Context: an optimization exercise on an open-source flow, tuned for small area, a short achievable clock period and few clock cycles. The choices shown serve that exercise and are no tape-out recipe.
RTL that was checked went through simulation tests only; none was proved equivalent to the original.
For run 1, only the layout was checked, not whether the RTL still works.
No activity file was given, so power comes from the tool's default toggle rates.

File: flow/config.mk
export PLATFORM = sky130hd
export DESIGN_NAME = awx_draw
export DESIGN_NICKNAME = awx_draw
export VERILOG_FILES = /design/flow/design.v
export SDC_FILE = /design/flow/constraint.sdc
export NUM_CORES = 4
export LEC_CHECK = 0
export CAP_MARGIN = 20
export CORE_MARGIN = 2
export CORE_UTILIZATION = 40
export PLACE_DENSITY = 0.6
export SLEW_MARGIN = 20
File: flow/constraint.sdc
create_clock -name core_clock -period 12.0 [get_ports {clk}]
set_input_delay 2.4000 -clock core_clock [delete_from_list [all_inputs] [get_ports {clk}]]
set_output_delay 2.4000 -clock core_clock [all_outputs]
set_load 0.01 [all_outputs]
File: flow/design.v
module awx_draw (
    input  wire        clk,
    input  wire        rst,
    input  wire        cmd_valid,
    output wire        cmd_ready,
    input  wire [63:0] cmd_desc,
    input  wire [1:0]  cfg_orient,
    input  wire [2:0]  flag_clr,
    output wire        tx_valid,
    input  wire        tx_ready,
    output wire        tx_cmd,
    output wire [15:0] tx_data,
    input  wire        tx_idle,
    output reg  [13:0] win_remain,
    output reg  [2:0]  flags         
);
    localparam [3:0] OP_NOP    = 4'h0,
                     OP_SETWIN = 4'h1,
                     OP_PIXEL  = 4'h2,
                     OP_POINT  = 4'h3,
                     OP_FILL   = 4'h4,
                     OP_LINE   = 4'h5,
                     OP_RECT   = 4'h6,
                     OP_CIRCLE = 4'h7;
    localparam [1:0] T_IDLE = 2'd0, T_DEC = 2'd1, T_RUN = 2'd2;
    localparam [3:0] G_IDLE = 4'd0,
                     G_LOUT = 4'd1,    
                     G_LI1  = 4'd2,    
                     G_LI2  = 4'd3,    
                     G_LI3  = 4'd4,    
                     G_LI4  = 4'd5,    
                     G_LCHK = 4'd6,    
                     G_LS1  = 4'd7,    
                     G_LS2  = 4'd8,    
                     G_LS3  = 4'd9,    
                     G_CIRC = 4'd10,
                     G_WCHK = 4'd11;   
    reg [1:0] tstate;
    reg       rdy;
    assign cmd_ready = rdy;
    reg [3:0]  op;
    reg        zok;                  
    reg [8:0]  fx1, fy1, fx2, fy2;   
    reg [15:0] color;
    reg        o;                    
    always @(posedge clk) begin
        if (rdy) begin
            op    <= cmd_desc[63:60];
            zok   <= (cmd_desc[59:56] == 4'd0) && (cmd_desc[19:16] == 4'd0);
            fx1   <= cmd_desc[55:47];
            fy1   <= cmd_desc[46:38];
            fx2   <= cmd_desc[37:29];
            fy2   <= cmd_desc[28:20];
            color <= cmd_desc[15:0];
            o     <= cfg_orient[1];
        end
    end
    wire zx1 = (fx1 == 9'd0);
    wire zy1 = (fy1 == 9'd0);
    wire zx2 = (fx2 == 9'd0);
    wire zy2 = (fy2 == 9'd0);
    wire zc  = (color == 16'd0);
    wire d_nop    = (op == OP_NOP)    && zok && zx1 && zy1 && zx2 && zy2 && zc;
    wire d_setwin = (op == OP_SETWIN) && zok && zc;
    wire d_pixel  = (op == OP_PIXEL)  && zok && zx1 && zy1 && zx2 && zy2;
    wire d_point  = (op == OP_POINT)  && zok && zx2 && zy2;
    wire d_fill   = (op == OP_FILL)   && zok;
    wire d_line   = (op == OP_LINE)   && zok;
    wire d_rect   = (op == OP_RECT)   && zok;
    wire d_circle = (op == OP_CIRCLE) && zok && zy2;
    wire ptw     = (op == OP_POINT) || (op == OP_LINE) || (op == OP_RECT) || (op == OP_CIRCLE);
    wire is_fill = (op == OP_FILL);
    wire is_rect = (op == OP_RECT);
    wire is_pt   = (op == OP_POINT);
    reg [3:0]  gst;
    reg [8:0]  r0, r1;           
    reg signed [11:0] e;         
    reg [9:0]  md, nd;           
    reg        sx, sy, xmaj, stepm;
    reg        lfirst;
    reg [1:0]  edge_n;
    reg [2:0]  k;                
    reg        cdec;
    reg        gvalid;
    reg [7:0]  gx, gy;
    reg        gxh, gyh;         
    wire       gon   = !gxh && !(gx[7] && (gx[6] || gx[5])) &&
                       !gyh && !gy[7] && !(gy[6] && (gy[5] || gy[4]));
    wire       gfree = !gvalid || !gon;
    wire       gpt   = gvalid && gon;
    reg        wreq, preq, cnt_act;
    reg        txv, tx_cmd_r, tx_col;
    reg [7:0]  tx_lo;
    reg [2:0]  eseq;
    assign tx_valid = txv;
    assign tx_cmd   = tx_cmd_r;
    assign tx_data  = {tx_col ? color[15:8] : 8'd0, tx_lo};
    wire fire = txv && tx_ready;
    wire sel_b = k[2];
    wire xneg  = k[1];
    wire yneg  = k[0];
    wire k_first = (k == 3'b111);
    wire k_second = (k == 3'b101);
    wire k_last  = (k == 3'b110);
    reg [2:0] k_next;
    always @(*) begin
        case (k)
            3'b111: k_next = 3'b101;
            3'b101: k_next = 3'b010;
            3'b010: k_next = 3'b011;
            3'b011: k_next = 3'b100;
            3'b100: k_next = 3'b001;
            3'b001: k_next = 3'b000;
            3'b000: k_next = 3'b110;
            default: k_next = 3'b111;
        endcase
    end
    reg [10:0] ax, bx, ay, by;
    reg        ix, iy;
    always @(*) begin
        ax = 11'd0; bx = {2'b00, r0}; ix = 1'b0;
        ay = 11'd0; by = {2'b00, r1}; iy = 1'b0;
        case (gst)
            G_LI1, G_WCHK: begin
                ax = {2'b00, fx2}; ix = 1'b1;
                ay = {2'b00, fy2}; iy = 1'b1;
            end
            G_LI2: begin
                bx = {md[9], md}; ix = sx;
                by = {nd[9], nd}; iy = sy;
            end
            G_LI3: begin
                ax = {md[9], md}; bx = {nd[9], nd}; ix = 1'b1;
            end
            G_CIRC: begin
                ax = {2'b00, fx1}; bx = {2'b00, sel_b ? r1 : r0}; ix = xneg;
                ay = {2'b00, fy1}; by = {2'b00, sel_b ? r0 : r1}; iy = yneg;
            end
            default: ;
        endcase
    end
    wire [10:0] sx_sum = ax + (bx ^ {11{ix}}) + {10'd0, ix};
    wire [10:0] sy_sum = ay + (by ^ {11{iy}}) + {10'd0, iy};
    reg [11:0] be;
    reg        ie;
    always @(*) begin
        be = {2'b00, md}; ie = 1'b0;
        if (gst == G_LS2 || gst == G_LS3) begin
            be = {2'b00, nd}; ie = 1'b1;
        end else if (gst == G_CIRC) begin
            if (k_first) begin be = {2'b00, r0, 1'b1}; ie = 1'b0; end
            else           begin be = {2'b00, r1, 1'b1}; ie = 1'b1; end
        end
    end
    wire signed [11:0] se = e + $signed(be ^ {12{ie}}) + $signed({11'd0, ie});
    wire win_ok = !sx_sum[10] && (fx2 < 9'd160) && !sy_sum[10] && (fy2 < 9'd80);
    wire dpos = !e[11] && (e != 12'sd0);
    wire [9:0] cgap = {1'b0, r1} - {1'b0, r0};
    wire cont = !cgap[9] && ((cgap[8:1] != 8'd0) || (cgap[0] && !dpos));    
    wire       r0_down = (gst == G_LS3) && sx;
    wire       r1_down = ((gst == G_LS3) && sy) || (gst == G_CIRC);
    wire [8:0] r0_step = r0 + {{8{r0_down}}, 1'b1};
    wire [8:0] r1_step = r1 + {{8{r1_down}}, 1'b1};
    wire fx_end    = (r0 == fx2);
    wire fy_end    = (r1 == fy2);
    wire fill_last = fx_end && fy_end;
    wire lmaj   = is_rect ? !edge_n[0] : xmaj;
    wire at_end = is_pt || (lmaj ? fx_end : fy_end);
    wire last_edge = !is_rect || (edge_n == 2'd3);
    wire win_data  = (op != OP_SETWIN);
    wire tx_last   = (eseq == 3'd7) ? (!is_fill || fill_last)
                                    : ((eseq == 3'd6) && !win_data);
    wire start_src = ptw ? gpt : wreq;
    wire start_win = (tstate == T_RUN) && !txv && tx_idle && start_src;
    wire start_pix = (tstate == T_RUN) && !txv && preq;
    wire [2:0] nseq   = eseq + 3'd1;
    reg  [7:0] csel;
    always @(*) begin
        case (nseq)
            3'd1:    csel = ptw ? gx[7:0] : fx1[7:0];
            3'd2:    csel = ptw ? gx[7:0] : fx2[7:0];
            3'd4:    csel = ptw ? gy[7:0] : fy1[7:0];
            default: csel = ptw ? gy[7:0] : fy2[7:0];
        endcase
    end
    wire       x_part = (nseq == 3'd1) || (nseq == 3'd2);
    wire [7:0] cval   = csel + ((x_part ^ o) ? 8'd26 : 8'd1);
    always @(posedge clk) begin
        if (rst) begin
            txv <= 1'b0;
        end else if (start_win) begin
            txv      <= 1'b1;
            tx_cmd_r <= 1'b1;
            tx_lo    <= 8'h2A;
            tx_col   <= 1'b0;
            eseq     <= 3'd0;
        end else if (start_pix) begin
            txv      <= 1'b1;
            tx_cmd_r <= 1'b0;
            tx_lo    <= color[7:0];
            tx_col   <= 1'b1;
            eseq     <= 3'd7;
        end else if (fire) begin
            case (eseq)
                3'd2: begin
                    tx_cmd_r <= 1'b1;
                    tx_lo    <= 8'h2B;
                    eseq     <= nseq;
                end
                3'd5: begin
                    tx_cmd_r <= 1'b1;
                    tx_lo    <= 8'h2C;
                    eseq     <= nseq;
                end
                3'd6: begin
                    if (win_data) begin
                        tx_cmd_r <= 1'b0;
                        tx_lo    <= color[7:0];
                        tx_col   <= 1'b1;
                        eseq     <= 3'd7;
                    end else begin
                        txv <= 1'b0;
                    end
                end
                3'd7: begin
                    if (tx_last) txv <= 1'b0;
                end
                default: begin
                    tx_cmd_r <= 1'b0;
                    tx_lo    <= cval;
                    eseq     <= nseq;
                end
            endcase
        end
    end
    wire it_en = is_fill ? (fire && eseq == 3'd7) : cnt_act;
    wire gwrite = gfree && ((gst == G_LOUT) || (gst == G_CIRC));
    wire wr_nz = (win_remain != 14'd0);
    wire done_now = (gst == G_IDLE) && !gpt && !wreq && !preq && !cnt_act &&
                    (!txv || (fire && tx_last));
    always @(posedge clk) begin
        if (rst) begin
            tstate     <= T_IDLE;
            rdy        <= 1'b1;
            gst        <= G_IDLE;
            gvalid     <= 1'b0;
            wreq       <= 1'b0;
            preq       <= 1'b0;
            cnt_act    <= 1'b0;
            win_remain <= 14'd0;
            flags      <= 3'd0;
        end else begin
            if (rdy)
                flags <= flags & ~flag_clr;
            if (gvalid && !gon)
                flags[0] <= 1'b1;
            if (gwrite) begin
                gvalid <= 1'b1;
                gx     <= sx_sum[7:0];
                gy     <= sy_sum[7:0];
                gxh    <= (sx_sum[10:8] != 3'd0);
                gyh    <= (sy_sum[10:8] != 3'd0);
            end else if ((fire && eseq == 3'd4 && ptw) || !gon) begin
                gvalid <= 1'b0;
            end
            if (start_win && !ptw)
                wreq <= 1'b0;
            if (start_pix)
                preq <= 1'b0;
            if (start_win) begin
                if (wr_nz) flags[1] <= 1'b1;
                win_remain <= 14'd0;
                if (op == OP_SETWIN) cnt_act <= 1'b1;
            end else if (cnt_act || (fire && eseq == 3'd7 && op == OP_PIXEL && wr_nz)) begin
                win_remain <= win_remain + {{13{!cnt_act}}, 1'b1};
            end else if (fire && eseq == 3'd7 && op == OP_PIXEL) begin
                flags[1] <= 1'b1;
            end
            if (it_en) begin
                if (fx_end) begin
                    r0 <= fx1;
                    r1 <= r1_step;
                end else begin
                    r0 <= r0_step;
                end
                if (fill_last) cnt_act <= 1'b0;
            end
            case (tstate)
                T_IDLE: if (cmd_valid) begin
                    tstate <= T_DEC;
                    rdy    <= 1'b0;
                end
                T_DEC: begin
                    tstate <= T_IDLE;
                    rdy    <= 1'b1;
                    if (d_nop) begin
                    end else if (d_setwin || d_fill) begin
                        r0     <= fx1;
                        r1     <= fy1;
                        gst    <= G_WCHK;
                        tstate <= T_RUN;
                        rdy    <= 1'b0;
                    end else if (d_pixel) begin
                        preq   <= 1'b1;
                        tstate <= T_RUN;
                        rdy    <= 1'b0;
                    end else if (d_point || d_line || d_rect) begin
                        r0     <= fx1;
                        r1     <= fy1;
                        edge_n <= 2'd0;
                        lfirst <= 1'b1;
                        gst    <= G_LOUT;
                        tstate <= T_RUN;
                        rdy    <= 1'b0;
                    end else if (d_circle) begin
                        r0     <= 9'd0;
                        r1     <= fx2;
                        e      <= 12'sd0;
                        k      <= 3'b111;
                        cdec   <= 1'b0;
                        gst    <= G_CIRC;
                        tstate <= T_RUN;
                        rdy    <= 1'b0;
                    end else begin
                        flags[2] <= 1'b1;
                    end
                end
                T_RUN: if (done_now) begin
                    tstate <= T_IDLE;
                    rdy    <= 1'b1;
                end
                default: begin
                    tstate <= T_IDLE;
                    rdy    <= 1'b1;
                end
            endcase
            case (gst)
                G_LOUT: if (gfree) begin
                    lfirst <= 1'b0;
                    if (is_pt)       gst <= G_IDLE;
                    else if (lfirst) gst <= G_LI1;
                    else             gst <= G_LCHK;
                end
                G_LI1: begin
                    md  <= sx_sum[9:0];
                    nd  <= sy_sum[9:0];
                    sx  <= sx_sum[10];
                    sy  <= sy_sum[10];
                    gst <= G_LI2;
                end
                G_LI2: begin
                    md  <= sx_sum[9:0];
                    nd  <= sy_sum[9:0];
                    gst <= is_rect ? G_LCHK : G_LI3;
                end
                G_LI3: begin
                    xmaj <= !sx_sum[10];
                    gst  <= G_LI4;
                end
                G_LI4: begin
                    if (xmaj) begin
                        md <= nd;
                        nd <= md;
                    end
                    e   <= 12'sd0;
                    gst <= G_LCHK;
                end
                G_LCHK: begin
                    if (at_end) begin
                        if (last_edge) begin
                            gst <= G_IDLE;
                        end else begin
                            edge_n <= edge_n + 2'd1;
                            r0     <= (edge_n == 2'd2) ? fx2 : fx1;
                            r1     <= (edge_n == 2'd1) ? fy2 : fy1;
                            gst    <= G_LOUT;
                        end
                    end else begin
                        stepm <= 1'b0;
                        gst   <= is_rect ? G_LS3 : G_LS1;
                    end
                end
                G_WCHK: begin
                    if (win_ok) wreq <= 1'b1;
                    else flags[0] <= 1'b1;
                    gst <= G_IDLE;
                end
                G_LS1: begin
                    e   <= se;
                    gst <= G_LS2;
                end
                G_LS2: begin
                    stepm <= !se[11];
                    gst <= G_LS3;
                end
                G_LS3: begin
                    if (stepm) e <= se;
                    if (lmaj || stepm) r0 <= r0_step;
                    if (!lmaj || stepm) r1 <= r1_step;
                    gst <= G_LOUT;
                end
                G_CIRC: if (gfree) begin
                    k <= k_next;
                    if (k_first || (k_second && cdec))
                        e <= se;
                    if (k_last) begin
                        cdec <= dpos;
                        r0   <= r0_step;
                        if (dpos) r1 <= r1_step;
                        if (!cont) gst <= G_IDLE;
                    end
                end
                default: ;
            endcase
        end
    end
endmodule
File: flow/flow/run.sh
#!/bin/bash
set -euo pipefail
bash standard.sh finish SETUP_SLACK_MARGIN=8 CORE_UTILIZATION=55 PLACE_DENSITY=0.7 \
    "BUFFER_PORTS_ARGS=-buffer_cell sky130_fd_sc_hd__buf_4" > make_flow.log 2>&1
File: flow/standard.sh
#!/bin/bash
# synth_recipe.tcl (not shown) runs the flow's synth.tcl, then flattens the netlist and writes it again
# the make line also repeats each setting of config.mk as NAME=value (left out here)
make -C /OpenROAD-flow-scripts/flow DESIGN_CONFIG=/design/flow/config.mk WORK_HOME=/design/flow/orfs CLKGATE_MAP_FILE= SYNTH_SCRIPT=/design/flow/synth_recipe.tcl "${@:-finish}"
==> results of run 1 <==
==> power groups by stage <==
stage | clock (uW) | combinational [uW] | sequential (uW)
2_1_floorplan | 0 | 757 | 873
3_3_place_gp | 0 | 955 | 924
3_5_place_dp | 0 | 978 | 926
4_1_cts | 610 | 1020 | 912
5_1_grt | 632 | 1190 | 924
6_report | 604 | 1090 | 924
==> metal layers <==
layer  GRT usage, %  vias to the layer above  routed length (um)
met3          7.748                      164                5449
met4          15.46                        0                2219
met1          45.79                     5924               17290
li1               -                     5812                   -
met5              0                        -                   0
met2          48.39                      860               18950
==> through the flow <==
step	hold WS, ns	power, uW	instances	utilization (%)
final	0.4923	2622	1924	64.62
after global routing	0.5284	2750	1924	64.62
after CTS	0.4922	2546	1909	63.51
after detailed placement	0.4758	1904	1869	60.06
after global placement	0.4664	1879	1869	60.06
after floorplan	0.4611	1630	1500	-
==> cell families (layout without fill, tap and decap cells) <==
| kind of cell | after synthesis | in the layout | synth area share (%) |
|---|---|---|---|
| compound gates | 455 | 455 | 22.82 |
| xor+xnor | 94 | 94 | 6.089 |
| fa+ha+maj | 88 | 88 | 8.569 |
| buf+inv | 146 | 244 | 4.108 |
| flops | 179 | 179 | 37.61 |
| mux | 45 | 45 | 3.405 |
| simple gates | 493 | 495 | 17.41 |
==> critical path, cell delays in order <==
cell,delay [ns]
buf_4,0.10
and3_1,0.25
mux2_2,0.40
nand2_2,0.33
o22ai_1,0.21
nor3_1,0.07
a21oi_1,0.14
o221ai_1,0.16
==> registers in the layout (all words and copies together), names as in the netlist, 10 cells and up <==
signal and flops:
e 12, nd 10, md 10, color 16
win_remain 14
==> cells in the mapped netlist (27+ instances only) <==
cell	number
a21oi_1	115
clkbuf_1	65
dfxtp_1	29
edfxtp_1	150
ha_1	79
inv_1	66
mux2i_1	37
nand2_1	158
nand3_1	32
nor2_1	138
nor3_1	32
o21ai_0	54
o21ai_1	36
xnor2_1	67
xor2_1	27
==> final cells by class <==
cell class,instances,area (sq um),share of cell area [%]
inverters,69,259.0,1.653
well taps,324,405.4,2.587
clock buffers,17,425.4,2.715
repair buffers,143,1116,7.122
flip-flops and latches,179,5089,32.47
clock inverters,15,220.2,1.405
multi-input cells,1177,8155,52.04
==> timing repair <==
item | CTS | global route
pin swaps | 6 | 13
endpoints found under the setup margin | 56 | 30
hold buffers | 0 | 0
resized for setup | 35 | 34
hold endpoints to repair | 0 | 0
cloned | 2 | 2
buffers inserted | 6 | 13
==> worst paths after layout <==
path	from	end	cells past startpoint
worst min-delay path	flags[1]	flags[1]	2
worst min register to register	flags[1]	flags[1]	2
worst max register to register	gst[3]	md[9]	17
worst max-delay path	tx_ready	r0[7]	8
==> impl_metrics.yaml, run 1 <==
outcome:
  status: "timing/DRC/antenna clean"
die:
  die_y_um: 160.8
  io_pins: 110
  initial_core_util_pct: 55.76
  rows: 57
  die_x_um: 160.8
  dieArea_sq_um: 25860
  core_area_sq_um: 24250
clock_network:
  cts_made_buffers: 17
  clkLatencyLatePin_ns: 0.45
  clockBufferDepth: 2
  clock_sinks: 179
  cts.clk_slew.worst_paths_ns: 0.08
  cts_tree: "done"
  root_buffer: "clkbuf_16"
  cts_max_level: 4
layout:
  final_common_cell: "nand2_1"
  area_delta_synth_final_pct: 15.89
  nFillCells: 2086
  nNetsFinal: 1748
  drive_gt1_share_pct: 15.50
  stdcell_area_sq_um: 15670
  mostFrequentLayoutCells: "nand2_1, edfxtp_1, buf_4, nor2_1, a21oi_1"
  n_antenna_cell: 0
placed_design:
  dpl_cell_area_sq_um: 14560
  routabilityCongestion: 0.9393
  io_buffers: 108
  pre_cts_ws_ns: 6.632
  dp_hpwl_mm: 30.71
detailed_routing:
  drtIter0Drc: 1918
  drt.antenna.violating_nets: 0
  dr.pass1.iters: 6
  wl_mm: 43.91
  wl_per_cell_um: 22.82
  via_per_inst: 6.632
  drc: 0
  via_count: 12760
global_routing:
  antenna_found_initial: 0
  grt_pass1_wl_mm: 65.69
  grt_max_degree: 53
  grt_overflow_total: 0
  grt_util_all_layers_pct: 32.82
  first_global_vias: 11723
power_and_ir_drop:
  p_switching_uw: 1051
  swShare_pct: 40.07
  vdd_drop_max_mv: 0.1581
  internal_power_uw: 1571
  comb_power_share_pct: 41.7
  p_leak_uw: 0.006168
  seqPwrFrac_pct: 35.2
  powerDensity_nw_per_um2: 167.3
  clkPwrFrac_pct: 23.1
synthesis:
  synthFlopType: "edfxtp_1"
  syn_nets: 1661
  yosysWarnings: 1
  synth_seq_area_share_pct: 37.61
  synth_edf_count: 150
  avgSynthCellArea_sq_um: 9.014
  syn-cell-area_sq_um: 13520
  synth_top_cell_area_share_pct: 33.31
  synth-seq-cells: 179
  async_flop_share_pct: 0
  synth_top_cell_by_area: "edfxtp_1"
  synthTopCellsByArea: "edfxtp_1, ha_1, nand2_1"
  postSynthCellCount: 1500
  ys_types: 89
critical_path:
  crit_fanout: 21
  r2r_slack_ns: 8.14
  worstPathRequired_ns: 12.14
  start_kind: "input port"
  cp_data_arrival_time_ns: 4.06
  worstSetupEndpointType: "register"
  path_class: "in -> reg"
hold_path:
  hold_path.class: "reg -> reg"
sta:
  hold_viol: 0
  slew_headroom_pct: 30.75
  setup_ws_ns: 8.080
  finalSetupViolCount: 0
  min_period_over_period_pct: 32.66
  clock-skew-final_ns: 0.01812
  finalCriticalPeriod_ns: 3.920
  rsz0062_at_grt: "yes"
  tns_ns: 0
  fmax_mhz: 255.1
  slew_viol_final: 0
  tightest_slew_ns: 1.035
flow_run:
  cap_violations: 0
==> run 2: changes to the inputs <==
--- a/flow/design.v
+++ b/flow/design.v
@@ -84,6 +84,10 @@
     reg        gvalid;
-    reg [7:0]  gx, gy;
-    reg        gxh, gyh;         
-    wire       gon   = !gxh && !(gx[7] && (gx[6] || gx[5])) &&
-                       !gyh && !gy[7] && !(gy[6] && (gy[5] || gy[4]));
+    wire       is_circ = (op == OP_CIRCLE);
+    wire       gon_c = !md[8] && !(md[7] && (md[6] || md[5])) &&
+                       !nd[8] && !nd[7] && !(nd[6] && (nd[5] || nd[4]));
+    wire       gon_l = !r0[8] && !(r0[7] && (r0[6] || r0[5])) &&
+                       !r1[8] && !r1[7] && !(r1[6] && (r1[5] || r1[4]));
+    wire       gon   = is_circ ? gon_c : gon_l;
+    wire [7:0] gx    = is_circ ? md[7:0] : r0[7:0];
+    wire [7:0] gy    = is_circ ? nd[7:0] : r1[7:0];
     wire       gfree = !gvalid || !gon;
@@ -120,10 +124,7 @@
     always @(*) begin
-        ax = 11'd0; bx = {2'b00, r0}; ix = 1'b0;
-        ay = 11'd0; by = {2'b00, r1}; iy = 1'b0;
+        ax = {2'b00, fx2}; bx = {2'b00, r0}; ix = 1'b1;
+        ay = {2'b00, fy2}; by = {2'b00, r1}; iy = 1'b1;
         case (gst)
-            G_LI1, G_WCHK: begin
-                ax = {2'b00, fx2}; ix = 1'b1;
-                ay = {2'b00, fy2}; iy = 1'b1;
-            end
             G_LI2: begin
+                ax = 11'd0; ay = 11'd0;
                 bx = {md[9], md}; ix = sx;
@@ -237,2 +238,3 @@
     wire gwrite = gfree && ((gst == G_LOUT) || (gst == G_CIRC));
+    wire gheld  = gvalid;        
     wire wr_nz = (win_remain != 14'd0);
@@ -258,6 +260,2 @@
                 gvalid <= 1'b1;
-                gx     <= sx_sum[7:0];
-                gy     <= sy_sum[7:0];
-                gxh    <= (sx_sum[10:8] != 3'd0);
-                gyh    <= (sy_sum[10:8] != 3'd0);
             end else if ((fire && eseq == 3'd4 && ptw) || !gon) begin
@@ -371,3 +369,3 @@
                             gst <= G_IDLE;
-                        end else begin
+                        end else if (!gheld) begin
                             edge_n <= edge_n + 2'd1;
@@ -395,3 +393,3 @@
                 end
-                G_LS3: begin
+                G_LS3: if (!gheld) begin
                     if (stepm) e <= se;
@@ -402,2 +400,4 @@
                 G_CIRC: if (gfree) begin
+                    md <= {1'b0, (sx_sum[10:8] != 3'd0), sx_sum[7:0]};
+                    nd <= {1'b0, (sy_sum[10:8] != 3'd0), sy_sum[7:0]};
                     k <= k_next;
==> impl_metrics.yaml, run 2 <==
outcome:
  status: "timing/DRC/antenna clean"
clock_network:
  clockBufferDepth: 2
  clock_sinks: 161
  cts_made_buffers: 17
  cts.clk_slew.worst_paths_ns: 0.08
  root_buffer: "clkbuf_16"
  clkLatencyLatePin_ns: 0.46
  cts_tree: "done"
  cts_hold_buf: 0
  cts_max_level: 4
sta:
  slew_headroom_pct: 12.56
  slew_viol_final: 0
  clock-skew-final_ns: 0.01987
  finalCriticalPeriod_ns: 3.996
  finalSetupViolCount: 0
  hold_ws_ns: 0.4794
  tns_ns: 0
  rsz0062_at_grt: "yes"
  setup_ws_ns: 8.004
  hold_viol: 0
  tightest_slew_ns: 1.304
  fmax_mhz: 250.3
  min_period_over_period_pct: 33.30
power_and_ir_drop:
  p_switching_uw: 498.0
  powerDensity_nw_per_um2: 100.5
  p_leak_uw: 0.006360
  clkPwrFrac_pct: 37.0
  internal_power_uw: 1069
  vdd_drop_max_mv: 0.07441
  swShare_pct: 31.77
  seqPwrFrac_pct: 44.2
  comb_power_share_pct: 18.8
critical_path:
  worstReg2RegStart: "gst[2]"
  r2r-end: "md[8]"
  r2r_slack_ns: 8.00
  rr_worst_depth: 20
  crit_start: "gst[2]"
  crit_fanout: 6
  worstPathRequired_ns: 12.21
  start_kind: "register"
  path_class: "reg -> reg"
  cp_data_arrival_time_ns: 4.20
  worstSetupEndpointType: "register"
detailed_routing:
  drt.antenna.violating_nets: 0
  via_count: 12466
  via_per_inst: 6.554
  drtIter0Drc: 1386
  wl_per_cell_um: 23.00
  dr.pass1.iters: 6
  drc: 0
  wl_mm: 43.74
hold_path:
  hold_path.class: "reg -> reg"
  hp-start: "tstate[1]"
  hold-path-cell-count: 1
  min_to: "tstate[0]"
placed_design:
  io_buffers: 108
  dp_hpwl_mm: 30.18
  dpl_cell_area_sq_um: 13950
  pre_cts_ws_ns: 6.702
  routabilityCongestion: 1.019
global_routing:
  grt_util_all_layers_pct: 34.74
  grt_util_met2_pct: 55.43
  use_met1_pct: 45.51
  met3_usage_pct: 6.250
  gr-max-usage-layer: "met2"
  grt_pass1_wl_mm: 65.37
  first_global_vias: 11812
  grt_max_degree: 63
  antenna_found_initial: 0
  grt_overflow_total: 0
synthesis:
  synth_common_cells: "edfxtp_1, nand2_1, nor2_1"
  synthFlopType: "edfxtp_1"
  synthTopCellsByArea: "edfxtp_1, ha_1, xnor2_1"
  synth_most_common_cell: "edfxtp_1"
  syn_nets: 1600
  synth_seq_area_share_pct: 35.28
  synth_top_cell_by_area: "edfxtp_1"
  avgSynthCellArea_sq_um: 8.951
  syn-cell-area_sq_um: 12880
  ys_types: 81
  synth_edf_count: 132
  yosysWarnings: 1
  synth_top_cell_area_share_pct: 30.78
  synth-seq-cells: 161
  postSynthCellCount: 1439
  async_flop_share_pct: 0
layout:
  largest_register_ffs: 16
  drive_gt1_share_pct: 20.26
  final_common_cell: "buf_4"
  nNetsFinal: 1737
  stdcell_area_sq_um: 15600
  n_antenna_cell: 0
  area_delta_synth_final_pct: 21.12
  regMostFlops: "color"
  mostFrequentLayoutCells: "buf_4, edfxtp_1, nand2_1, nor2_1, a21oi_1"
  reg_top3: "color: 16 flops, win_remain: 14 flops, e: 12 flops"
die:
  die_y_um: 157.0
  die_x_um: 157.0
  rows: 55
  io_pins: 110
  core_area_sq_um: 22850
  initial_core_util_pct: 56.37
  dieArea_sq_um: 24660
flow_run:
  cap_violations: 0
## run 2: power by group through the flow
stage / Clock [uW] / Sequential, uW / Combinational (uW)
detailed placement: 0 / 701 / 257
CTS: 581 / 689 / 270
floorplan: 0 / 678 / 191
global placement: 0 / 701 / 252
finish: 580 / 693 / 294
global route: 601 / 694 / 321
## run 2: how the worst max path moves through the flow
stage               endpoint  slack (ns)  cells past startpoint
floorplan              md[8]        7.95                     20
global placement        wreq        6.74                     19
detailed placement      wreq        6.70                     19
CTS                    md[8]        7.98                     18
global route           e[10]        7.80                     19
finish                 md[8]        8.00                     20
## run 2: per-stage QoR
stage | power [uW] | util [%] | cells
after floorplan | 868.9 | - | 1439
after global placement | 953.0 | 61.05 | 1801
after detailed placement | 958.5 | 61.05 | 1801
after CTS | 1539 | 65.63 | 1862
after global routing | 1616 | 68.28 | 1902
final | 1567 | 68.28 | 1902
## run 2: cell type report
type                            instances  area, sq um
Timing Repair Buffer                  196         1627
Clock inverter                         15        182.7
Fill cell                            1831         7247
Sequential cell                       161         4553
Tap cell                              313        391.6
Multi-Input combinational cell       1143         8204
Clock buffer                           17        425.4
Inverter                               57        216.5
## run 2: cell families after synthesis
kind of cell	share of synthesized area (%)
AO/OA/AOI/OAI	23.92
AND/OR/NAND/NOR	16.73
flip-flops	35.28
buffers and inverters	4.148
XOR/XNOR	7.422
adder cells (fa/ha/maj)	8.918
multiplexers	3.585
## run 2: critical path, stage by stage, from the launching register on
cell and delay (ns):
dfxtp_4 0.37, inv_4 0.04, ha_4 0.17, and3b_2 0.24, buf_12 0.14, and2_4 0.17
buf_6 0.12, a22o_1 0.18, a221oi_2 0.19, xnor2_1 0.13, buf_4 0.15, fa_2 0.34
a21o_1 0.18, a21oi_2 0.17, o21bai_1 0.10, a21oi_2 0.18, o21ai_2 0.10, or3_1 0.33
a21oi_2 0.12, a21oi_1 0.08, a211o_1 0.23
## run 2: timing repair
action                                  4_1_cts  5_1_grt
endpoints found under the setup margin       43       55
setup buffers                                27       37
resized for setup                            50       53
cloned                                        2        3
pin swaps                                    22       39
## run 2: layer usage
metal,share of wire [%],wire (um)
met1,39,17030
met2,45,19560
met3,11,4897
met4,5.1,2244
met5,0,0
Testbench counts of run 2, summed over its fixed seeds: cycles 348,170.
==> run 3: changes to the inputs <==
==> flow/flow/run.sh (replaced) <==
#!/bin/bash
set -euo pipefail
bash standard.sh finish SETUP_SLACK_MARGIN=7.5 \
    "BUFFER_PORTS_ARGS=-buffer_cell sky130_fd_sc_hd__buf_4" > make_flow.log 2>&1
==> impl_metrics.yaml, run 3 <==
outcome:
  status: "timing/DRC/antenna clean"
critical_path:
  max_stage_delay_ns: 0.60
  worstSetupEndpointType: "register"
  start_kind: "input port"
  crit_slowest_cell: "o21ai_2"
  cp_data_arrival_time_ns: 4.48
  crit_top_cell: "o22ai_1"
  path_class: "in -> reg"
  worstPathRequired_ns: 12.22
  crit_fanout: 14
  path_cells: "buf_4, nand3_1, o21ai_2, and2_2, nor2_1, o22ai_1, o22ai_1, a21o_1"
global_routing:
  grt_pass1_wl_mm: 67.31
  grt_max_degree: 63
  antenna_found_initial: 0
  grt_util_all_layers_pct: 26.57
  grt_overflow_total: 0
  first_global_vias: 11295
placed_design:
  pre_cts_ws_ns: 6.639
  dp_hpwl_mm: 32.41
  dp_cells: 1889
  dpl_cell_area_sq_um: 14020
  routabilityCongestion: 0.9743
  io_buffers: 108
detailed_routing:
  drc: 0
  top_layer: "met4"
  wl_met1_mm: 18.44
  dr.pass1.iters: 7
  via_per_inst: 6.239
  wl_mm: 44.83
  via_count: 12041
  dr_wl_met3_mm: 4.388
  met2_length_mm: 20.03
  wl_per_cell_um: 23.23
  drtIter0Drc: 1273
  drt.antenna.violating_nets: 0
die:
  die_x_um: 183.4
  io_pins: 110
  initial_core_util_pct: 40.71
  rows: 65
  core_area_sq_um: 31640
  die_y_um: 183.4
  dieArea_sq_um: 33650
sta:
  tightest_slew_ns: 1.049
  tns_ns: 0
  setup_ws_ns: 7.735
  fmax_mhz: 234.5
  rsz0062_at_grt: "yes"
  slew_headroom_pct: 29.67
  clock-skew-final_ns: 0.01882
  hold_viol: 0
  min_period_over_period_pct: 35.54
  slew_viol_final: 0
  finalCriticalPeriod_ns: 4.265
  finalSetupViolCount: 0
layout:
  multiInputGateArea_sq_um: 7958
  regMostFlops: "color"
  stdcell_area_sq_um: 14890
  largest_register_ffs: 16
  seq_area_sq_um: 4546
  n_antenna_cell: 0
  final_cells: 1930
  mostFrequentLayoutCells: "edfxtp_1, buf_4, nand2_1, nor2_1, a21oi_1"
  reg_top3: "color: 16 flops, win_remain: 14 flops, e: 12 flops"
  drive_gt1_share_pct: 14.14
  nNetsFinal: 1676
  area_delta_synth_final_pct: 15.60
  nFillCells: 2977
power_and_ir_drop:
  comb_power_share_pct: 17.1
  internal_power_uw: 1072
  p_switching_uw: 487.4
  clkPwrFrac_pct: 38.2
  powerDensity_nw_per_um2: 104.7
  p_leak_uw: 0.005984
  p_total_uw: 1559
  vdd_drop_max_mv: 0.1002
  seqPwrFrac_pct: 44.7
  swShare_pct: 31.26
synthesis:
  synthTopCellsByArea: "edfxtp_1, ha_1, xnor2_1"
  synth_top_cell_by_area: "edfxtp_1"
  synth_edf_count: 132
  async_flop_share_pct: 0
  ys_types: 81
  synth_common_cells: "edfxtp_1, nand2_1, nor2_1"
  synth-seq-cells: 161
  yosysWarnings: 1
  postSynthCellCount: 1439
  synth_top_cell_area_share_pct: 30.78
  synthFlopType: "edfxtp_1"
  syn_nets: 1600
  avgSynthCellArea_sq_um: 8.951
  synth_most_common_cell: "edfxtp_1"
  synth_seq_area_share_pct: 35.28
  syn-cell-area_sq_um: 12880
clock_network:
  cts_tree: "done"
  clkLatencyLatePin_ns: 0.46
  root_buffer: "clkbuf_16"
  cts_max_level: 4
  cts.clk_slew.worst_paths_ns: 0.08
  cts_made_buffers: 17
  clockBufferDepth: 2
  clock_sinks: 161
hold_path:
  hold_path.class: "reg -> reg"
flow_run:
  cap_violations: 0
## run 3: cell counts after synthesis
Identical to the previous run, type by type.
## run 3: worst paths after layout
| path | slack (ns) | from | endpoint | cells after the start |
|---|---|---|---|---|
| hold reg to reg | 0.47 | flags[1] | flags[1] | 2 |
| setup reg to reg | 7.75 | gst[2] | md[8] | 17 |
| hold / removal | 0.47 | flags[1] | flags[1] | 2 |
| setup / recovery | 7.74 | tx_ready | r0[2] | 8 |
## run 3: timing repair
item | 4_1_cts | 5_1_grt
buffers inserted | 1 | 7
setup endpoints to repair | 23 | 14
gates resized for setup | 13 | 24
hold buffers | 0 | 0
pin swaps | 1 | 4
gates cloned | 0 | 1
## run 3: cell families after synthesis
group	share of synthesized area (%)
buffers and inverters	4.148
muxes	3.585
DFF	35.28
and+or+nand+nor	16.73
AOI/OAI and AO/OA	23.92
adders and majority gates	8.918
xor gates and xnor gates	7.422
## run 3: per-stage QoR
| step | hold slack [ns] | utilization (%) |
|---|---|---|
| after floorplan | 0.4393 | - |
| after global routing | 0.5070 | 47.06 |
| after detailed placement | 0.4681 | 44.32 |
| after global placement | 0.4685 | 44.30 |
| final | 0.4728 | 47.06 |
| after CTS | 0.4789 | 46.55 |
## run 3: critical path, delay by kind of cell
kind / cells / cell delay, ns
and+or+nand+nor: 3 / 0.83
AOI/OAI and AO/OA: 4 / 1.15
buffers and inverters: 1 / 0.10
## run 3: power groups by stage
stage	registers (uW)	logic (uW)	clock network, uW
CTS	693	260	606
global route	698	293	624
finish	697	266	596
detailed placement	705	259	0
floorplan	678	190	0
global placement	705	254	0
## run 3: layout make-up
class | count | share of cell area (%)
multi-input combinational | 1143 | 53.45
sequential | 161 | 30.53
timing repair buffer | 135 | 6.941
tap | 402 | 3.378
clock buffer | 17 | 2.857
inverter | 57 | 1.437
clock inverter | 15 | 1.412
## run 3: layer usage
layer,track usage (%),vias up
li1,-,5552
met1,35.37,5678
met2,41.95,666
met3,5.111,145
met4,11.84,0
met5,0,-
==> run 4: changes to the inputs <==
==> flow/flow/run.sh (replaced) <==
#!/bin/bash
set -euo pipefail
bash standard.sh finish SETUP_SLACK_MARGIN=8 CORE_UTILIZATION=33 \
    "BUFFER_PORTS_ARGS=-buffer_cell sky130_fd_sc_hd__buf_4" > make_flow.log 2>&1
==> impl_metrics.yaml, run 4 <==
power_and_ir_drop:
  vdd_drop_max_mv: 0.09863
  p_leak_uw: 0.006315
  powerDensity_nw_per_um2: 99.87
detailed_routing:
  drt.antenna.violating_nets: 0
  drc: 0
  via_per_inst: 6.009
  drtIter0Drc: 1545
  dr.pass1.iters: 9
  wl_mm: 48.09
  wl_per_cell_um: 22.90
  via_count: 12619
global_routing:
  use_met1_pct: 30.06
  grt_pass1_wl_mm: 71.49
  grt_util_all_layers_pct: 23.02
  gr-max-usage-layer: "met2"
  grt_util_met2_pct: 36.58
  met3_usage_pct: 4.454
  grt_overflow_total: 0
  antenna_found_initial: 1
  grt_max_degree: 63
  first_global_vias: 11926
synthesis:
  synth_edf_count: 132
  synth_most_common_cell: "edfxtp_1"
  ys_types: 81
  yosysWarnings: 1
  synth-seq-cells: 161
  synth_top_cell_by_area: "edfxtp_1"
  syn-cell-area_sq_um: 12880
  synth_top_cell_area_share_pct: 30.78
  synth_common_cells: "edfxtp_1, nand2_1, nor2_1"
  syn_nets: 1600
  async_flop_share_pct: 0
  synthTopCellsByArea: "edfxtp_1, ha_1, xnor2_1"
  postSynthCellCount: 1439
  avgSynthCellArea_sq_um: 8.951
  synthFlopType: "edfxtp_1"
  synth_seq_area_share_pct: 35.28
clock_network:
  root_buffer: "clkbuf_16"
  cts_max_level: 4
  clock_sinks: 161
  clkLatencyLatePin_ns: 0.46
  cts_made_buffers: 17
  cts.clk_slew.worst_paths_ns: 0.07
  clockBufferDepth: 2
  cts_tree: "done"
critical_path:
  path_delay_family: "compound AO/OA/AOI/OAI gates"
  crit_fanout: 10
  worstPathRequired_ns: 12.21
  path_cells: "inv_4, ha_4, and3b_2, buf_12, and2_2, a22o_1, a221oi_1, xnor2_1, ha_1, a21o_1, a21o_1, a41o_1, o31a_1, xnor2_1, a21oi_1, a211o_1"
  start_kind: "register"
  cp_data_arrival_time_ns: 4.18
  crit_slowest_cell: "dfxtp_4"
  worstSetupEndpointType: "register"
  max_stage_delay_ns: 0.38
  r2r-end: "md[8]"
  path_class: "reg -> reg"
  critPathBufInv: 2
  r2r_slack_ns: 8.03
  rr_worst_depth: 16
  worstReg2RegStart: "gst[2]"
die:
  rows: 72
  io_pins: 110
  initial_core_util_pct: 33.40
  die_x_um: 201.6
  dieArea_sq_um: 40630
  die_y_um: 201.6
  core_area_sq_um: 38560
layout:
  nNetsFinal: 1729
  drive_gt1_share_pct: 19.67
  stdcell_area_sq_um: 15750
  reg_top3: "color: 16 flops, win_remain: 14 flops, e: 12 flops"
  final_core_util_pct: 40.86
  regMostFlops: "color"
  final_common_cell: "buf_4"
  mostFrequentLayoutCells: "buf_4, edfxtp_1, nand2_1, nor2_1, a21oi_1"
  largest_register_ffs: 16
  area_delta_synth_final_pct: 22.31
sta:
  clock-skew-final_ns: 0.01076
  hold_viol: 0
  rsz0062_at_grt: "yes"
  min_period_over_period_pct: 33.08
  slew_headroom_pct: 27.88
  fmax_mhz: 251.9
  slew_viol_final: 0
  tns_ns: 0
  finalCriticalPeriod_ns: 3.969
  finalSetupViolCount: 0
  tightest_slew_ns: 1.075
hold_path:
  min_to: "flags[1]"
  hp-start: "flags[1]"
  hold-path-cell-count: 2
  hold_path.class: "reg -> reg"
placed_design:
  io_buffers: 108
  dpl_cell_area_sq_um: 14210
  routabilityCongestion: 0.9684
  dp_hpwl_mm: 33.54
outcome:
  status: "timing/DRC/antenna clean"
flow_run:
  cap_violations: 0
[run 4: cell counts after synthesis]
No cell type changed its count.
[run 4: final cells by class]
type / count / area, sq um
antenna: 1 / 2.502
clock buffer: 17 / 425.4
clock inverter: 15 / 182.7
fill: 3873 / 22800
inverter: 57 / 216.5
multi-input combinational: 1144 / 8200
sequential: 161 / 4554
tap: 518 / 648.1
timing repair buffer: 187 / 1524
[run 4: power breakdown]
group | switching, uW | internal (uW) | total [uW]
sequential | 56.9 | 641 | 698
combinational | 151 | 137 | 288
clock | 271 | 317 | 588
[run 4: kinds of logic (layout without fill, tap and decap cells)]
kind of cell	after synthesis	after routing	synth area share (%)
adders and majority gates	87	87	8.918
other	0	1	0
AOI/OAI and AO/OA	457	457	23.92
xor gates and xnor gates	107	107	7.422
DFF	161	161	35.28
buffers and inverters	136	276	4.148
and+or+nand+nor	446	448	16.73
muxes	45	45	3.585
[run 4: stage by stage]
stage | power, uW | std cells | setup WS [ns] | hold slack, ns
after floorplan | 868.9 | 1439 | 7.951 | 0.4393
final | 1573 | 2100 | 8.031 | 0.4638
after detailed placement | 966.2 | 2008 | 6.679 | 0.4560
after global routing | 1629 | 2099 | 7.867 | 0.4933
after global placement | 961.0 | 2008 | 6.777 | 0.4441
after CTS | 1559 | 2070 | 7.984 | 0.4661
[run 4: worst max path at each step]
stage / start / end / slack (ns) / cells past startpoint
after floorplan: gst[2] / md[8] / 7.95 / 20
after global placement: gst[2] / wreq / 6.78 / 19
after detailed placement: gst[2] / wreq / 6.68 / 19
after CTS: gst[2] / wreq / 7.98 / 20
after global routing: gst[2] / md[8] / 7.87 / 19
final: gst[2] / md[8] / 8.03 / 16
[run 4: repair_timing]
action	CTS	global route
pin swaps	22	30
resized for setup	62	38
setup buffers	26	27
setup endpoints to repair	44	30
hold buffers	0	0
cloned	4	1
[run 4: layer usage]
layer | vias up | routed length [um]
met3 | 201 | 4650
met4 | 0 | 2446
li1 | 5665 | -
met1 | 5982 | 19540
met5 | - | 0
met2 | 771 | 21450
[run 4: worst register-to-register path, delay by kind of cell, from the launching register on]
| kind | cells | cell delay, ns |
|---|---|---|
| compound gates | 8 | 1.69 |
| xor+xnor | 2 | 0.36 |
| fa+ha+maj | 2 | 0.54 |
| buf+inv | 2 | 0.20 |
| flops | 1 | 0.38 |
| simple gates | 2 | 0.55 |
==> run 5: changes to the inputs <==
==> flow/flow/run.sh (replaced) <==
#!/bin/bash
set -euo pipefail
bash standard.sh finish SETUP_SLACK_MARGIN=8 \
    "BUFFER_PORTS_ARGS=-buffer_cell sky130_fd_sc_hd__buf_4" > make_flow.log 2>&1
==> impl_metrics.yaml, run 5 <==
outcome:
  status: "timing/DRC/antenna clean"
global_routing:
  use_met1_pct: 36.00
  gr-max-usage-layer: "met2"
  met3_usage_pct: 5.527
  grt_max_degree: 63
  grt_util_met2_pct: 43.68
  grt_overflow_total: 0
  antenna_found_initial: 0
  grt_pass1_wl_mm: 69.44
  grt_util_all_layers_pct: 27.24
  first_global_vias: 11618
hold_path:
  hold_path.class: "reg -> reg"
  hold-path-cell-count: 2
detailed_routing:
  dr.pass1.iters: 6
  wl_mm: 46.61
  drt.antenna.violating_nets: 0
  wl_per_cell_um: 23.71
  drtIter0Drc: 1381
  drc: 0
  via_count: 12272
  via_per_inst: 6.242
layout:
  final_core_util_pct: 48.63
  reg_top3: "color: 16 flops, win_remain: 14 flops, e: 12 flops"
  nNetsFinal: 1712
  mostFrequentLayoutCells: "buf_4, edfxtp_1, nand2_1, nor2_1, a21oi_1"
  area_delta_synth_final_pct: 19.45
  largest_register_ffs: 16
  regMostFlops: "color"
  nFillCells: 3022
  final_cells: 1966
  seq_area_sq_um: 4552
  final_common_cell: "buf_4"
  drive_gt1_share_pct: 18.29
  multiInputGateArea_sq_um: 8210
  n_antenna_cell: 0
die:
  rows: 65
  core_area_sq_um: 31640
  die_x_um: 183.4
  die_y_um: 183.4
  initial_core_util_pct: 40.71
  dieArea_sq_um: 33650
  io_pins: 110
clock_network:
  cts.clk_slew.worst_paths_ns: 0.08
  clock_sinks: 161
  cts_max_level: 4
  clockBufferDepth: 2
  cts_made_buffers: 17
  root_buffer: "clkbuf_16"
  cts_tree: "done"
  clkLatencyLatePin_ns: 0.44
synthesis:
  syn_nets: 1600
  async_flop_share_pct: 0
  postSynthCellCount: 1439
  synthFlopType: "edfxtp_1"
  synth-seq-cells: 161
  yosysWarnings: 1
  syn-cell-area_sq_um: 12880
  synth_top_cell_by_area: "edfxtp_1"
  ys_types: 81
  avgSynthCellArea_sq_um: 8.951
  synth_top_cell_area_share_pct: 30.78
  synth_common_cells: "edfxtp_1, nand2_1, nor2_1"
  synthTopCellsByArea: "edfxtp_1, ha_1, xnor2_1"
  synth_most_common_cell: "edfxtp_1"
  synth_seq_area_share_pct: 35.28
  synth_edf_count: 132
power_and_ir_drop:
  p_switching_uw: 471.7
  clkPwrFrac_pct: 36.5
  comb_power_share_pct: 18.1
  seqPwrFrac_pct: 45.4
  powerDensity_nw_per_um2: 99.96
  p_leak_uw: 0.006190
  vdd_drop_max_mv: 0.08439
  swShare_pct: 30.67
  internal_power_uw: 1066
  p_total_uw: 1538
sta:
  slew_viol_final: 0
  slew_headroom_pct: 33.62
  tns_ns: 0
  hold_ws_ns: 0.4673
  min_period_over_period_pct: 33.21
  fmax_mhz: 250.9
  finalSetupViolCount: 0
  clock-skew-final_ns: 0.01511
  tightest_slew_ns: 0.9933
  hold_viol: 0
  finalCriticalPeriod_ns: 3.985
  rsz0062_at_grt: "yes"
critical_path:
  rr_worst_depth: 18
  worstSetupEndpointType: "register"
  crit_fanout: 6
  cp_data_arrival_time_ns: 4.19
  start_kind: "register"
  worstPathRequired_ns: 12.20
  path_class: "reg -> reg"
flow_run:
  cap_violations: 0
placed_design:
  routabilityCongestion: 0.9499
  dp_cells: 1888
  io_buffers: 108
  dp_hpwl_mm: 32.70
-- run 5: layout make-up --
| type | count | area share [%] |
|---|---|---|
| Tap cell | 402 | 3.269 |
| Timing Repair Buffer | 169 | 8.661 |
| Inverter | 57 | 1.391 |
| Clock buffer | 17 | 2.765 |
| Multi-Input combinational cell | 1145 | 53.37 |
| Sequential cell | 161 | 29.59 |
| Clock inverter | 15 | 0.9597 |
-- run 5: logic make-up (layout without fill, tap and decap cells) --
| kind of cell | Yosys count | after routing | share of synthesized area [%] |
|---|---|---|---|
| AOI/OAI and AO/OA | 457 | 457 | 23.92 |
| and+or+nand+nor | 446 | 449 | 16.73 |
| DFF | 161 | 161 | 35.28 |
| buffers and inverters | 136 | 258 | 4.148 |
| xor gates and xnor gates | 107 | 107 | 7.422 |
| adders and majority gates | 87 | 87 | 8.918 |
| muxes | 45 | 45 | 3.585 |
-- run 5: per-stage QoR --
stage / instance area, sq um / worst slack (ns)
finish: 15380 / 8.015
global route: 15380 / 7.800
CTS: 14940 / 7.959
detailed placement: 14040 / 6.523
global placement: 14040 / 6.522
floorplan: 12910 / 7.951
-- run 5: final timing paths --
kind              endpoint  slack (ns)  startpoint
setup / recovery     md[8]        8.01      gst[2]
hold / removal    flags[1]        0.47    flags[1]
setup reg to reg     md[8]        8.01      gst[2]
hold reg to reg   flags[1]        0.47    flags[1]
-- run 5: critical path, cell delays in order (launching register included) --
cell and delay, ns:
dfxtp_4 0.37, inv_2 0.06, ha_4 0.19, and3b_2 0.27, and2_4 0.20, buf_4 0.15
nor3_4 0.29, a221oi_2 0.12, xnor2_2 0.18, fa_2 0.39, a21o_1 0.20, a21oi_2 0.18
o21bai_1 0.10, a21oi_2 0.20, o21ai_2 0.11, or3_1 0.31, a21oi_1 0.15, a21oi_1 0.08
a211o_1 0.22
-- run 5: power by group through the flow --
| stage | sequential [uW] | clock [uW] | combinational [uW] |
|---|---|---|---|
| finish | 698 | 561 | 279 |
| global route | 699 | 584 | 306 |
| CTS | 694 | 565 | 264 |
| detailed placement | 707 | 0 | 258 |
| global placement | 706 | 0 | 254 |
| floorplan | 678 | 0 | 191 |
-- run 5: timing repair --
action	CTS	global route
endpoints found under the setup margin	45	54
cloned	2	3
gates resized for setup	50	40
pin swaps	6	22
hold buffers	0	0
setup buffers	12	29
-- run 5: layer usage --
metal  up-vias  wire (um)  share of wire [%]
met5         -          0                  0
met4         0       1954                4.2
met3       138       4382                9.4
met2       661      21080                 45
met1      5836      19200                 41
li1       5637          -                  -
==> run 6: changes to the inputs <==
==> flow/flow/run.sh (replaced) <==
#!/bin/bash
set -euo pipefail
bash standard.sh finish SETUP_SLACK_MARGIN=8.1 \
    "BUFFER_PORTS_ARGS=-buffer_cell sky130_fd_sc_hd__buf_4" > make_flow.log 2>&1
==> impl_metrics.yaml, run 6 <==
power_and_ir_drop:
  clkPwrFrac_pct: 35.4
  comb_power_share_pct: 18.6
  seqPwrFrac_pct: 46.0
  internal_power_uw: 1046
  p_switching_uw: 467.6
  p_leak_uw: 0.006183
  powerDensity_nw_per_um2: 98.08
  swShare_pct: 30.90
  vdd_drop_max_mv: 0.1003
critical_path:
  crit_fanout: 6
  path_class: "reg -> reg"
  start_kind: "register"
  worstPathRequired_ns: 12.33
  worstSetupEndpointType: "register"
  cp_data_arrival_time_ns: 4.28
placed_design:
  dp_cells: 1888
  pre_cts_ws_ns: 6.852
  routabilityCongestion: 0.9643
  io_buffers: 108
  dp_hpwl_mm: 32.14
sta:
  tns_ns: 0
  hold_viol: 0
  slew_headroom_pct: 32.29
  slew_viol_final: 0
  finalSetupViolCount: 0
  finalCriticalPeriod_ns: 3.944
  hold_ws_ns: 0.4797
  min_period_over_period_pct: 32.86
  tightest_slew_ns: 1.013
  setup_ws_ns: 8.056
  fmax_mhz: 253.6
  clock-skew-final_ns: 0.01504
  rsz0062_at_grt: "yes"
synthesis:
  synthFlopType: "edfxtp_1"
  async_flop_share_pct: 0
  synth_top_cell_area_share_pct: 30.78
  synthTopCellsByArea: "edfxtp_1, ha_1, xnor2_1"
  synth-seq-cells: 161
  syn_nets: 1600
  ys_types: 81
  synth_top_cell_by_area: "edfxtp_1"
  synth_most_common_cell: "edfxtp_1"
  syn-cell-area_sq_um: 12880
  yosysWarnings: 1
  synth_seq_area_share_pct: 35.28
  synth_edf_count: 132
  avgSynthCellArea_sq_um: 8.951
  postSynthCellCount: 1439
  synth_common_cells: "edfxtp_1, nand2_1, nor2_1"
detailed_routing:
  wl_mm: 45.26
  dr.pass1.iters: 6
  drc: 0
  wl_per_cell_um: 23.07
  drtIter0Drc: 1402
  drt.antenna.violating_nets: 0
  via_count: 12191
  via_per_inst: 6.214
clock_network:
  clockBufferDepth: 2
  root_buffer: "clkbuf_16"
  clkLatencyLatePin_ns: 0.46
  cts_max_level: 4
  cts_tree: "done"
  clock_sinks: 161
  cts.clk_slew.worst_paths_ns: 0.07
  cts_made_buffers: 17
layout:
  final_common_cell: "buf_4"
  area_delta_synth_final_pct: 19.80
  final_core_util_pct: 48.77
  nNetsFinal: 1708
  largest_register_ffs: 16
  multiInputGateArea_sq_um: 8280
  nFillCells: 2992
  seq_area_sq_um: 4551
  regMostFlops: "color"
  reg_top3: "color: 16 flops, win_remain: 14 flops, e: 12 flops"
  n_antenna_cell: 0
  final_cells: 1962
  mostFrequentLayoutCells: "buf_4, edfxtp_1, nand2_1, nor2_1, a21oi_1"
  drive_gt1_share_pct: 18.91
hold_path:
  hold_path.class: "reg -> reg"
global_routing:
  grt_overflow_total: 0
  grt_max_degree: 64
  grt_util_all_layers_pct: 26.90
  antenna_found_initial: 1
  grt_pass1_wl_mm: 68.37
  first_global_vias: 11694
die:
  core_area_sq_um: 31640
  die_x_um: 183.4
  rows: 65
  die_y_um: 183.4
  io_pins: 110
  initial_core_util_pct: 40.71
  dieArea_sq_um: 33650
outcome:
  status: "timing/DRC/antenna clean"
flow_run:
  cap_violations: 0
==> run 6: cell counts after synthesis <==
Identical to the previous run, type by type.
==> run 6: per-layer routing <==
metal	wire length [um]	global-route usage [%]	up-vias	part of all wire, %
met1	18420	35.57	5805	41
met5	0	0	-	0
li1	-	-	5626	-
met2	20630	42.67	655	46
met4	1648	11.42	0	3.6
met3	4556	5.685	105	10
==> run 6: cell type report <==
type | count | area share [%]
repair buffers | 166 | 8.652
well taps | 402 | 3.260
clock buffers | 17 | 2.757
inverters | 57 | 1.403
clock inverters | 15 | 0.7704
flip-flops and latches | 161 | 29.49
multi-input cells | 1144 | 53.67
==> run 6: final timing paths <==
path | start | end | slack [ns] | cells after the start
setup / recovery | gst[2] | wreq | 8.06 | 17
hold / removal | tstate[1] | tstate[0] | 0.48 | 1
setup reg to reg | gst[2] | wreq | 8.06 | 17
hold reg to reg | tstate[1] | tstate[0] | 0.48 | 1
==> run 6: power by group through the flow <==
stage	Combinational, uW	Sequential (uW)	Clock, uW
global placement	255	704	0
floorplan	192	678	0
finish	282	696	536
detailed placement	259	704	0
CTS	269	692	543
global route	309	697	563
==> run 6: per-stage QoR <==
step / power (uW) / instance area, sq um
6_report: 1513 / 15430
5_1_grt: 1569 / 15430
4_1_cts: 1504 / 15140
3_5_place_dp: 963.5 / 14060
3_3_place_gp: 959.4 / 14060
2_1_floorplan: 870.1 / 12930
==> run 6: kinds of logic (layout without fill, tap and decap cells) <==
logic type	Yosys count	after routing	share of synthesized area, %
buf+inv	136	255	4.148
simple gates	446	448	16.73
compound gates	457	457	23.92
fa+ha+maj	87	87	8.918
xor+xnor	107	107	7.422
mux	45	45	3.585
flops	161	161	35.28
==> run 6: timing repair <==
action	CTS	global route
setup buffers	22	16
gates cloned	4	0
gates resized for setup	66	39
hold buffers	0	0
setup endpoints to repair	61	47
pin swaps	13	27
==> run 6: critical path, stage by stage (launching register included) <==
cell	delay, ns
dfxtp_4	0.38
inv_4	0.05
ha_4	0.18
and3b_2	0.27
and2_2	0.25
a222oi_1	0.39
xnor2_1	0.17
ha_2	0.33
nor2b_1	0.15
o21ai_1	0.11
nand2b_1	0.11
a21o_1	0.20
a21o_1	0.22
a31oi_4	0.25
nor2b_4	0.09
o311ai_4	0.43
or2_1	0.18
a21oi_1	0.06

static timing again, ports no longer ideal:
The flow's constraints put no driver on any port. The routed layouts listed below were extracted and timed again, unchanged, in two steps.
Step 1 assumes that a clkbuf_16 drives the clock port and a buf_2 every other input.
Step 2 adds t to the input delays and takes it off the output delays; t is the mean of the earliest and latest rising clock arrival at the registers after step 1. Input paths then give back, and output paths get back, about the clock's delay inside the block.
Three values: no drivers, after step 1, after step 2; two values: the first two.
run	t, ns	setup WS [ns]	worst slew at a driven data input, ns	cell pins on the clock port's net
run 1	0.497	8.080 / 8.087 / 7.589	0.05	1
run 2	0.495	8.004 / 8.004 / 7.625	0.06	1
run 3	0.506	7.735 / 7.747 / 7.241	0.06	1
run 4	0.508	8.031 / 8.031 / 7.713	0.06	1
run 5	0.488	8.015 / 8.015 / 7.656	0.06	1
run 6	0.502	8.056 / 8.056 / 7.766	0.06	1
After both steps every run listed still meets setup and hold. The setup slack of run 3, which loses most, moves by +0.012 ns with the drivers and by -0.494 ns with both steps.
